This design comes from an exercise in tuning for small area on the open sky130 flow, not from production work. Only simulation tests tie the RTL to the original design; equivalence was not proved. No activity file was given, so power comes from the tool's default toggle rates.

File: config.mk
export PLATFORM = sky130hd
export DESIGN_NAME = ipc_doorbell
export DESIGN_NICKNAME = ipc_doorbell
export VERILOG_FILES = /design/flow/design.v
export SDC_FILE = /design/flow/constraint.sdc
export NUM_CORES = 8
export LEC_CHECK = 0
export CAP_MARGIN = 20
export CORE_MARGIN = 2
export CORE_UTILIZATION = 30
export PLACE_DENSITY = 0.5
export SLEW_MARGIN = 20
File: constraint.sdc
create_clock -name core_clock -period 10.0 [get_ports {clk}]
set_input_delay 2.0000 -clock core_clock [delete_from_list [all_inputs] [get_ports {clk}]]
set_output_delay 2.0000 -clock core_clock [all_outputs]
set_load 0.01 [all_outputs]
File: design.v
module ipc_chan #(
    parameter W = 37
) (
    input              clk,
    input              rst,
    input              flush,
    input  [2:0]       push_n,      
    input  [4*W-1:0]   push_msgs,   
    input              pop,
    output [W-1:0]     head,
    output reg [3:0]   count
);
    localparam CAP = 8;
    reg [W-1:0] mem [0:CAP-1];
    reg [2:0]   rd_ptr;
    wire [3:0] space  = CAP - count;
    wire [2:0] accept = (push_n > space) ? space[2:0] : push_n;
    assign head = mem[rd_ptr];
    integer   k;
    reg [2:0] wr_idx;
    always @(posedge clk) begin
        for (k = 0; k < 4; k = k + 1) begin
            wr_idx = rd_ptr + count[2:0] + k[2:0];
            if (k < accept)
                mem[wr_idx] <= push_msgs[k*W +: W];
        end
    end
    always @(posedge clk) begin
        if (rst || flush) begin
            rd_ptr <= 3'd0;
            count  <= 4'd0;
        end else if (pop && count != 0) begin
            rd_ptr <= rd_ptr + 3'd1;
            count  <= count - 4'd1;
        end else begin
            count  <= count + accept;
        end
    end
endmodule
module ipc_doorbell (
    input             clk,
    input             rst,
    input             op_valid,
    input      [31:0] op_td,
    input      [63:0] op_wdata,
    output reg        rd_valid,
    output reg [63:0] rd_data,
    output reg        diag_width,
    output reg        diag_range,
    output            host_irq,
    output            dsp_irq_ipc,
    output     [3:0]  dsp_irq_lvl,
    output     [3:0]  h2d_count,
    output     [3:0]  d2h_count,
    output reg        h2d_open,
    output reg        d2h_open
);
    localparam H2D_CMD = 4'd0, H2D_STS = 4'd1, H2D_IMR = 4'd2;
    localparam D2H_CMD = 4'd4, D2H_STS = 4'd5, D2H_IMR = 4'd6;
    localparam CSR     = 4'd8, EVT     = 4'd9;
    localparam MW = 37;
    wire [3:0]  port = op_td[31:28];
    wire [3:0]  opc  = op_td[27:24];
    wire [3:0]  f_a  = op_td[23:20];    
    wire [3:0]  f_b  = op_td[19:16];    
    wire [15:0] off  = op_td[15:0];
    reg [1023:0] ipc;
    reg [127:0]  raw;
    reg [127:0]  mask;
    reg [3:0]    pend;
    wire        is_mmio  = op_valid && (port == 4'd0 || port == 4'd1) &&
                           (opc == 4'd0 || opc == 4'd1);
    wire        side     = port[0];
    wire        blk1     = (f_b == 4'd1);
    wire        has_view = (f_b == 4'd0) || (blk1 && side);
    wire        w4       = (f_a == 4'd4);
    wire        w8       = (f_a == 4'd8);
    wire [3:0]  wi       = off[5:2];
    wire [16:0] off4     = {1'b0, off} + 17'd4;
    wire [3:0]  wi4      = off4[5:2];
    wire t0_off  = (wi == H2D_CMD) || (wi == H2D_STS) || (wi == H2D_IMR) ||
                   (wi == D2H_CMD) || (wi == D2H_STS) || (wi == D2H_IMR) ||
                   (wi == CSR) || (wi == EVT);
    wire t0_off4 = (wi4 == H2D_CMD) || (wi4 == H2D_STS) || (wi4 == H2D_IMR) ||
                   (wi4 == D2H_CMD) || (wi4 == D2H_STS) || (wi4 == D2H_IMR) ||
                   (wi4 == CSR) || (wi4 == EVT);
    wire tag_off  = has_view && (off  < 16'h40) && (blk1 || t0_off);
    wire tag_off4 = has_view && (off4 < 17'h40) && (blk1 || t0_off4);
    wire bad_w  = !(w4 || w8) || (off[1:0] != 2'd0) || (w8 && (tag_off || tag_off4));
    wire [14:0] wnum = {1'b0, off[15:2]};
    wire bad_r  = !has_view || (wnum >= 15'd16) || (w8 && (wnum + 15'd1 >= 15'd16));
    wire acc_ok = is_mmio && !bad_w && !bad_r;
    wire rd_ok  = acc_ok && (opc == 4'd0);
    wire wr_ok  = acc_ok && (opc == 4'd1);
    wire wr0    = wr_ok && !blk1;           
    wire wr1    = wr_ok && blk1;            
    wire [31:0] v_lo  = ipc[{side, wi} * 32 +: 32];
    wire [31:0] v_hi  = ipc[{side, wi + 4'd1} * 32 +: 32];
    wire [1:0]  lv    = wi[3:2];
    wire [31:0] l_raw = raw[lv * 32 +: 32];
    wire [31:0] l_msk = mask[lv * 32 +: 32];
    reg  [31:0] l_val;
    always @* begin
        case (wi[1:0])
            2'd0:    l_val = l_raw;
            2'd1:    l_val = l_msk;
            2'd2:    l_val = l_msk;
            default: l_val = l_raw & ~l_msk;
        endcase
    end
    wire [63:0] rd_val = blk1 ? {32'd0, l_val} : {(w8 ? v_hi : 32'd0), v_lo};
    always @(posedge clk) begin
        if (rst) begin
            rd_valid   <= 1'b0;
            rd_data    <= 64'd0;
            diag_width <= 1'b0;
            diag_range <= 1'b0;
        end else begin
            rd_valid   <= is_mmio && (opc == 4'd0);
            rd_data    <= rd_ok ? rd_val : 64'd0;
            diag_width <= is_mmio && bad_w;
            diag_range <= is_mmio && !bad_w && bad_r;
        end
    end
    wire [31:0] wv      = op_wdata[31:0];
    wire        cmd_wr  = wr0 && w4 && (wi == H2D_CMD || wi == D2H_CMD);
    wire        csr_wr  = wr0 && w4 && (wi == CSR);
    wire [31:0] sts_old = ipc[{side, wi + 4'd1} * 32 +: 32];
    wire [31:0] sts_new = {sts_old[31:2], wv[1:0]};
    wire [MW-1:0] m_cmd  = {1'b1, wi, wv};
    wire [MW-1:0] m_sts  = {1'b1, wi + 4'd1, sts_new};
    wire [MW-1:0] m_csr  = {1'b1, CSR, wv};
    wire [MW-1:0] m_irq  = {1'b0, 4'd0, 32'd0};
    reg  [2:0]      tx_n;
    reg  [4*MW-1:0] tx_msgs;
    always @* begin
        tx_n    = 3'd0;
        tx_msgs = {m_irq, m_irq, m_irq, m_irq};
        if (cmd_wr) begin
            tx_n    = 3'd2 + {2'd0, wv[0]} + {2'd0, wv[1]};
            tx_msgs = {m_irq, m_irq, m_sts, m_cmd};
        end else if (csr_wr) begin
            tx_n    = 3'd1;
            tx_msgs = {m_irq, m_irq, m_irq, m_csr};
        end
    end
    wire is_chan   = op_valid && (port == 4'd3);
    wire ch_dsp    = (f_a == 4'd0);    
    wire ch_host   = (f_a == 4'd1);    
    wire deliver   = is_chan && (opc == 4'd0);
    wire close_op  = is_chan && (opc == 4'd1);
    wire open_op   = is_chan && (opc == 4'd2);
    wire [MW-1:0] h2d_head, d2h_head;
    ipc_chan #(.W(MW)) u_h2d (
        .clk       (clk),
        .rst       (rst),
        .flush     (close_op && ch_dsp),
        .push_n    ((!side && h2d_open) ? tx_n : 3'd0),
        .push_msgs (tx_msgs),
        .pop       (deliver && ch_dsp),
        .head      (h2d_head),
        .count     (h2d_count)
    );
    ipc_chan #(.W(MW)) u_d2h (
        .clk       (clk),
        .rst       (rst),
        .flush     (close_op && ch_host),
        .push_n    ((side && d2h_open) ? tx_n : 3'd0),
        .push_msgs (tx_msgs),
        .pop       (deliver && ch_host),
        .head      (d2h_head),
        .count     (d2h_count)
    );
    always @(posedge clk) begin
        if (rst) begin
            h2d_open <= 1'b1;
            d2h_open <= 1'b1;
        end else begin
            if (close_op && ch_dsp)  h2d_open <= 1'b0;
            if (open_op  && ch_dsp)  h2d_open <= 1'b1;
            if (close_op && ch_host) d2h_open <= 1'b0;
            if (open_op  && ch_host) d2h_open <= 1'b1;
        end
    end
    wire          dlv_side = ch_dsp;
    wire          dlv      = deliver && (ch_dsp ? (h2d_count != 4'd0) :
                                        ch_host ? (d2h_count != 4'd0) : 1'b0);
    wire [MW-1:0] dlv_msg  = ch_dsp ? h2d_head : d2h_head;
    wire          dlv_echo = dlv && dlv_msg[MW-1];
    wire          dlv_irq  = dlv && !dlv_msg[MW-1];
    wire [3:0]    dlv_idx  = dlv_msg[35:32];
    wire [31:0]   dlv_val  = dlv_msg[31:0];
    wire is_rst_op = op_valid && (port == 4'd4) && (opc == 4'd0);
    wire rst_h0    = is_rst_op && (f_a == 4'd0) && (f_b == 4'd0);
    wire rst_d0    = is_rst_op && (f_a == 4'd1) && (f_b == 4'd0);
    wire rst_d1    = is_rst_op && (f_a == 4'd1) && (f_b == 4'd1);
    reg [1023:0] ipc_n;
    reg [31:0]   old_w, new_w;
    integer s, i;
    always @* begin
        ipc_n = ipc;
        for (s = 0; s < 2; s = s + 1) begin
            for (i = 0; i < 16; i = i + 1) begin
                old_w = ipc[(s*16 + i)*32 +: 32];
                new_w = old_w;
                if (wr0 && side == s) begin
                    if (w8) begin
                        if (wi == i)        new_w = op_wdata[31:0];
                        if (wi + 4'd1 == i) new_w = op_wdata[63:32];
                    end else if (wi == i) begin
                        if (i == H2D_STS || i == D2H_STS || i == EVT)
                            new_w = old_w & ~wv;
                        else
                            new_w = wv;
                    end else if (cmd_wr && wi + 4'd1 == i) begin
                        new_w = sts_new;
                    end
                end
                if (dlv_echo && dlv_side == s && dlv_idx == i)
                    new_w = dlv_val;
                if ((s == 0 && rst_h0) || (s == 1 && rst_d0))
                    new_w = 32'd0;
                ipc_n[(s*16 + i)*32 +: 32] = new_w;
            end
        end
    end
    always @(posedge clk) begin
        if (rst) ipc <= 1024'd0;
        else     ipc <= ipc_n;
    end
    reg [3:0]  pend_n;
    reg [31:0] sts_w, imr_w;
    integer db, ps;
    always @* begin
        pend_n = pend;
        for (db = 0; db < 2; db = db + 1) begin
            for (ps = 0; ps < 2; ps = ps + 1) begin
                sts_w = ipc[(ps*16 + db*4 + 1)*32 +: 32];
                imr_w = ipc[(ps*16 + db*4 + 2)*32 +: 32];
                if (dlv_irq && dlv_side == ps && (sts_w & ~imr_w) != 32'd0)
                    pend_n[db*2 + ps] = 1'b1;
                if (wr0 && w4 && side == ps && wi == db*4 + 2 && (sts_w & ~wv) == 32'd0)
                    pend_n[db*2 + ps] = 1'b0;
                if ((ps == 0 && rst_h0) || (ps == 1 && rst_d0))
                    pend_n[db*2 + ps] = 1'b0;
            end
        end
    end
    always @(posedge clk) begin
        if (rst) pend <= 4'd0;
        else     pend <= pend_n;
    end
    wire        is_src  = op_valid && (port == 4'd2) && (opc == 4'd0 || opc == 4'd1);
    wire        src_set = (opc == 4'd0);
    reg [127:0] raw_n, mask_n;
    integer lvl;
    always @* begin
        raw_n  = raw;
        mask_n = mask;
        if (is_src) begin
            case (off)
                16'd0: raw_n[0*32 + 0]  = src_set;    
                16'd1: raw_n[0*32 + 1]  = src_set;    
                16'd2: raw_n[1*32 + 4]  = src_set;    
                16'd3: raw_n[3*32 + 31] = src_set;    
                default: ;
            endcase
        end
        for (lvl = 0; lvl < 4; lvl = lvl + 1) begin
            if (wr1 && lv == lvl) begin
                if (wi[1:0] == 2'd1) mask_n[lvl*32 +: 32] = mask[lvl*32 +: 32] | wv;
                if (wi[1:0] == 2'd2) mask_n[lvl*32 +: 32] = mask[lvl*32 +: 32] & ~wv;
            end
        end
        if (rst_d1) begin
            raw_n  = 128'd0;
            mask_n = 128'd0;
        end
    end
    always @(posedge clk) begin
        if (rst) begin
            raw  <= 128'd0;
            mask <= 128'd0;
        end else begin
            raw  <= raw_n;
            mask <= mask_n;
        end
    end
    assign host_irq    = pend[0] | pend[2];
    assign dsp_irq_ipc = pend[1] | pend[3];
    genvar g;
    generate
        for (g = 0; g < 4; g = g + 1) begin : g_lvl
            assign dsp_irq_lvl[g] = (raw[g*32 +: 32] & ~mask[g*32 +: 32]) != 32'd0;
        end
    endgenerate
endmodule
File: run.sh
#!/bin/bash
# synth_recipe.tcl (not shown) runs the flow's synth.tcl, then flattens the netlist and writes it again
# the make line also repeats each setting of config.mk as NAME=value (left out here)
make -C /OpenROAD-flow-scripts/flow DESIGN_CONFIG=/design/flow/config.mk WORK_HOME=/design/flow/orfs CLKGATE_MAP_FILE= SYNTH_SCRIPT=/design/flow/synth_recipe.tcl finish
==> summary.txt <==
Yosys cell counts (all sizes together) (11+ instances only):
cell type / n
dfxtp: 1841
a21oi: 1634
nor2: 1446
nand2: 1368
clkbuf: 1297
o21ai: 929
mux4: 756
nor3: 645
a211oi: 565
o22ai: 541
mux2i: 452
buf: 300
inv: 228
a31oi: 214
nand3: 184
a22oi: 166
a311oi: 161
o221ai: 100
mux2: 84
or2: 73
or3: 68
o211ai: 52
and3: 50
o21a: 46
a21o: 44
nor4: 36
nand2b: 34
xnor2: 34
o31ai: 32
ha: 31
and3b: 29
and2: 24
nor2b: 19
nand4: 18
a32oi: 11
metal layers:
metal | wire (um) | vias to the layer above | GRT usage
met4 | 66600 | 52 | 0.283
li1 | - | 49400 | -
met3 | 95900 | 2696 | 0.136
met5 | 799 | - | 0.00518
met2 | 286000 | 9990 | 0.506
met1 | 255000 | 59700 | 0.431
cells by family after synthesis:
kind of cell    share of synthesized area
xor+xnor                          0.00335
compound gates                      0.248
fa+ha+maj                         0.00416
flops                               0.328
mux                                 0.200
simple gates                        0.153
other cells                     0.0000333
buf+inv                            0.0628
worst max-delay path by stage:
stage                        to     start  cells after the start
3_5_place_dp   u_d2h.mem[7][32]  op_td[2]                     24
4_1_cts         u_d2h.mem[7][1]  op_td[2]                     24
2_1_floorplan    u_d2h.count[3]  op_td[2]                     36
6_report       u_d2h.mem[0][34]  op_td[2]                     25
3_3_place_gp    u_d2h.mem[7][0]  op_td[2]                     24
5_1_grt         u_d2h.mem[7][1]  op_td[2]                     24
where the power goes:
part | total, mW | internal [mW] | switching, mW | leakage [nW]
clock network | 8.59 | 4.82 | 3.77 | 3.59
registers | 7.58 | 7.49 | 0.0873 | 14.8
logic | 3.19 | 0.760 | 2.43 | 23.0
per-stage QoR:
step / utilization / power [mW] / area, sq um / cells
2_1_floorplan: - / 9.29 / 112000 / 13700
3_3_place_gp: 0.322 / 10.7 / 120000 / 17700
3_5_place_dp: 0.323 / 10.7 / 120000 / 17700
4_1_cts: 0.342 / 19.1 / 128000 / 18100
5_1_grt: 0.343 / 19.6 / 128000 / 18100
6_report: 0.343 / 19.4 / 128000 / 18200
state kept, by name (all words and copies together) (netlist names), 3 cells and up, named ones only:
| register | count |
|---|---|
| u_d2h.mem | 296 |
| u_d2h.rd_ptr | 3 |
| u_h2d.rd_ptr | 3 |
| u_h2d.count | 4 |
| raw | 4 |
| u_h2d.mem | 296 |
| pend | 4 |
| ipc | 1024 |
| rd_data | 64 |
| u_d2h.count | 4 |
worst max-delay path: stages:
cell,delay (ps)
sky130_fd_sc_hd__buf_8,240
sky130_fd_sc_hd__inv_1,510
sky130_fd_sc_hd__ha_1,580
sky130_fd_sc_hd__nor3_1,240
sky130_fd_sc_hd__a21oi_1,90
sky130_fd_sc_hd__and2_1,230
sky130_fd_sc_hd__nor4_1,210
sky130_fd_sc_hd__nand4_1,280
sky130_fd_sc_hd__nand2_1,210
sky130_fd_sc_hd__nand2_1,130
sky130_fd_sc_hd__nor3_1,190
sky130_fd_sc_hd__ha_1,270
sky130_fd_sc_hd__nor2b_1,140
sky130_fd_sc_hd__o21a_1,160
sky130_fd_sc_hd__o21ai_0,140
sky130_fd_sc_hd__a31oi_1,60
sky130_fd_sc_hd__buf_4,180
sky130_fd_sc_hd__nor3_1,290
sky130_fd_sc_hd__o21ai_2,250
sky130_fd_sc_hd__buf_4,320
sky130_fd_sc_hd__a21oi_4,670
sky130_fd_sc_hd__o22a_2,560
sky130_fd_sc_hd__buf_4,450
sky130_fd_sc_hd__nor2_1,80
sky130_fd_sc_hd__a211oi_1,230
final cells by class:
type / count / area share
Antenna cell: 68 / 0.00133
Clock buffer: 343 / 0.0518
Clock inverter: 51 / 0.00516
Inverter: 229 / 0.00676
Multi-Input combinational cell: 9989 / 0.552
Sequential cell: 1841 / 0.288
Tap cell: 4972 / 0.0486
Timing Repair Buffer: 680 / 0.0463
==> reports/metrics.sh <==
MAXIMUM_OPERATING_FREQUENCY_MHz=126
SYNTHDISTINCTLIBCELLS=86
DETAILEDROUTE.FIRSTPASSITERATIONCOUNT=8
FIN_NETS=13100
GRT_FIRST_PASS_WIRELENGTH_UM=956000
LARGEST_CLOCK_SKEW_IN_THE_FINAL_DESIGN_PS=114
TIMING.CRITICAL_PATH.REQUIRED_PS=10860
WORST_HOLD_SLACK_PS=452
FIN_WS_PS=2080
SYNTH_NETS=13800
REMAINING_DRC_ERRORS=0
FLOORPLAN.INITIALDENSITY=0.302
IO_BUFFER_COUNT=180
SYNTH-SEQ-AREA-SHARE=0.328
FINAL_LAYOUT_SIZE_SUFFIX_GT1_FRAC=0.160
OUTCOME='finished clean'
CTS.ROOT.BUFFER_CELL='sky130_fd_sc_hd__clkbuf_16'
PATH_CLASS='input port to flip-flop'
FINAL_ROUTED_WIRELENGTH_ACROSS_ALL_METAL_LAYERS_UM=705000
GRT_MAX_DEGREE=145
CTS_SETUP_BUFFERS=0
SYNTH_TOP_FLOP_CELL='sky130_fd_sc_hd__dfxtp_1'
CRITPATHMAXFANOUT=26
SETUP_TNS_PS=0
FINAL_CELL_MIX='1,835 x sky130_fd_sc_hd__dfxtp_1, 1,587 x sky130_fd_sc_hd__a21oi_1, 1,408 x sky130_fd_sc_hd__nor2_1'
YS_FF_LATCH=1841
GP_ROUTABILITY_CONGESTION=1.12
CTS.REPORTEDPATHS.CLKPINSLEW_PS=60
SYNTH.YOSYS.WARNINGS=2
CTSHOLDBUFFERS=0
FINALHOLDVIOLCOUNT=0
NETLIST_INSTANCES=13700
SYN-CELL-AREA_SQ_UM=112000
DRTITER0DRC=19200
ANTENNA_LEFT=0
GRT_REMAINING_OVERFLOW=0
SYNTH_TOP_AREA_SHARE=0.328
MAXCAPVIOLCOUNT=0
MULTI_INPUT_COMB_AREA_SQ_UM=70600
MAX_SLEW.WORST_PIN.SLEW_PS=1320
ASR_FLOP_RATIO_SYNTH=0
WORST_HOLD_PATH.NUM_CELLS=2
SYNTH_LARGEST_AREA_CELL='sky130_fd_sc_hd__dfxtp_1'
CRITICAL_PATH.STARTPOINT_TYPE='input port'
MAX_SLEW_MARGIN=0.116
WORSTHOLDENDPOINT='u_d2h.mem[2][32]'
FIN_CRIT_PS=7920
FP_ROWS=224
CRIT_ARRIVAL_PS=8780
SYNTHTOPCELLSBYAREA='sky130_fd_sc_hd__dfxtp_1 33%, sky130_fd_sc_hd__mux4_2 15%, sky130_fd_sc_hd__a21oi_1 7.3%'
POST-PLACE-WS_PS=1310
GRT_USAGE=0.357
CTS_RESIZED=0
FINAL.FILL_COUNT=38900
RSZ0062_AT_GRT='false'
WORST_R2R_ENDPOINT='ipc[886]'
DIE-HEIGHT_UM=616
POST_SYNTHESIS_AVERAGE_CELL_AREA_SQ_UM=8.24
CP_ENDPOINT_KIND='flip-flop'
FIRST_GLOBAL_VIAS=111000
CTS_MAX_LEVEL=4
DIE_W_UM=616
ROUTED-VIA-COUNT=122000
FF2FF_SETUP_SLACK_PS=3850
CLOCKBUFFERDEPTH=4
FINAL_COUNT_OF_PINS_VIOLATING_MAX_SLEW=0
SETUP_VIOL=0
LAYOUT.CELLS.MOST_COMMON='sky130_fd_sc_hd__dfxtp_1'
CTS_MADE_BUFFERS=222
TIMING.FINAL.CRIT_SHARE=0.792
POST_DRT_VIA_CELL_RATIO=6.70
STATIC-LEAKAGE-POWER_nW=41.4
NUMCLOCKSINKS=1841
FLOORPLAN.CORE_AREA_SQ_UM=373000
POWER_PER_CELL_AREA_nW_PER_UM2=151
SYNTH-EDFF-COUNT=0
AREA.GROWTH.SYNTH_TO_FINAL_PCT=13.8
FF2FF_PATH_DEPTH=11
TRITONCTS='built'
WIRE_PER_INST_UM=38.8
NUMBER_OF_ANTENNA_VIOLATIONS_AT_THE_FIRST_CHECK_IN_GLOBAL_ROUTING=110
DESIGN.DIE.AREA_SQ_UM=380000
INSERTION_DELAY_PS=1000
TIMING.HOLD.WORST.CLASS='flip-flop to flip-flop'
FINAL-SEQ-AREA_SQ_UM=36900
POWER.IR.VDD_WORST_V=0.000146
WORSTHOLDSTART='u_d2h.mem[2][32]'
DPL.HPWL_UM=462000
BOUNDARYPINS=182

-- re-timing with driven ports --
How much do the figures lean on ideal ports? The routed layout below was timed once more, with nothing changed but the port constraints.
Step 1 assumes that a clkbuf_16 drives the clock port and a buf_2 every other input.
Step 2 moves the port delays by t, midway between the first and last clock arrival at a register: inputs arrive t later, outputs are due t later. That takes back most of the time a late clock gives input paths.
Three values: ideal, step 1, step 2; two values: the first two.
shift t [ns]: 1.059
slack for setup (ns): 2.079 / 2.114 / 1.055
worst setup path at the end: input to register
worst slew at a driven data input, ns: 0.42
After both steps this run still meets setup and hold. The setup slack of this run moves by +0.035 ns with the drivers and by -1.024 ns with both steps.
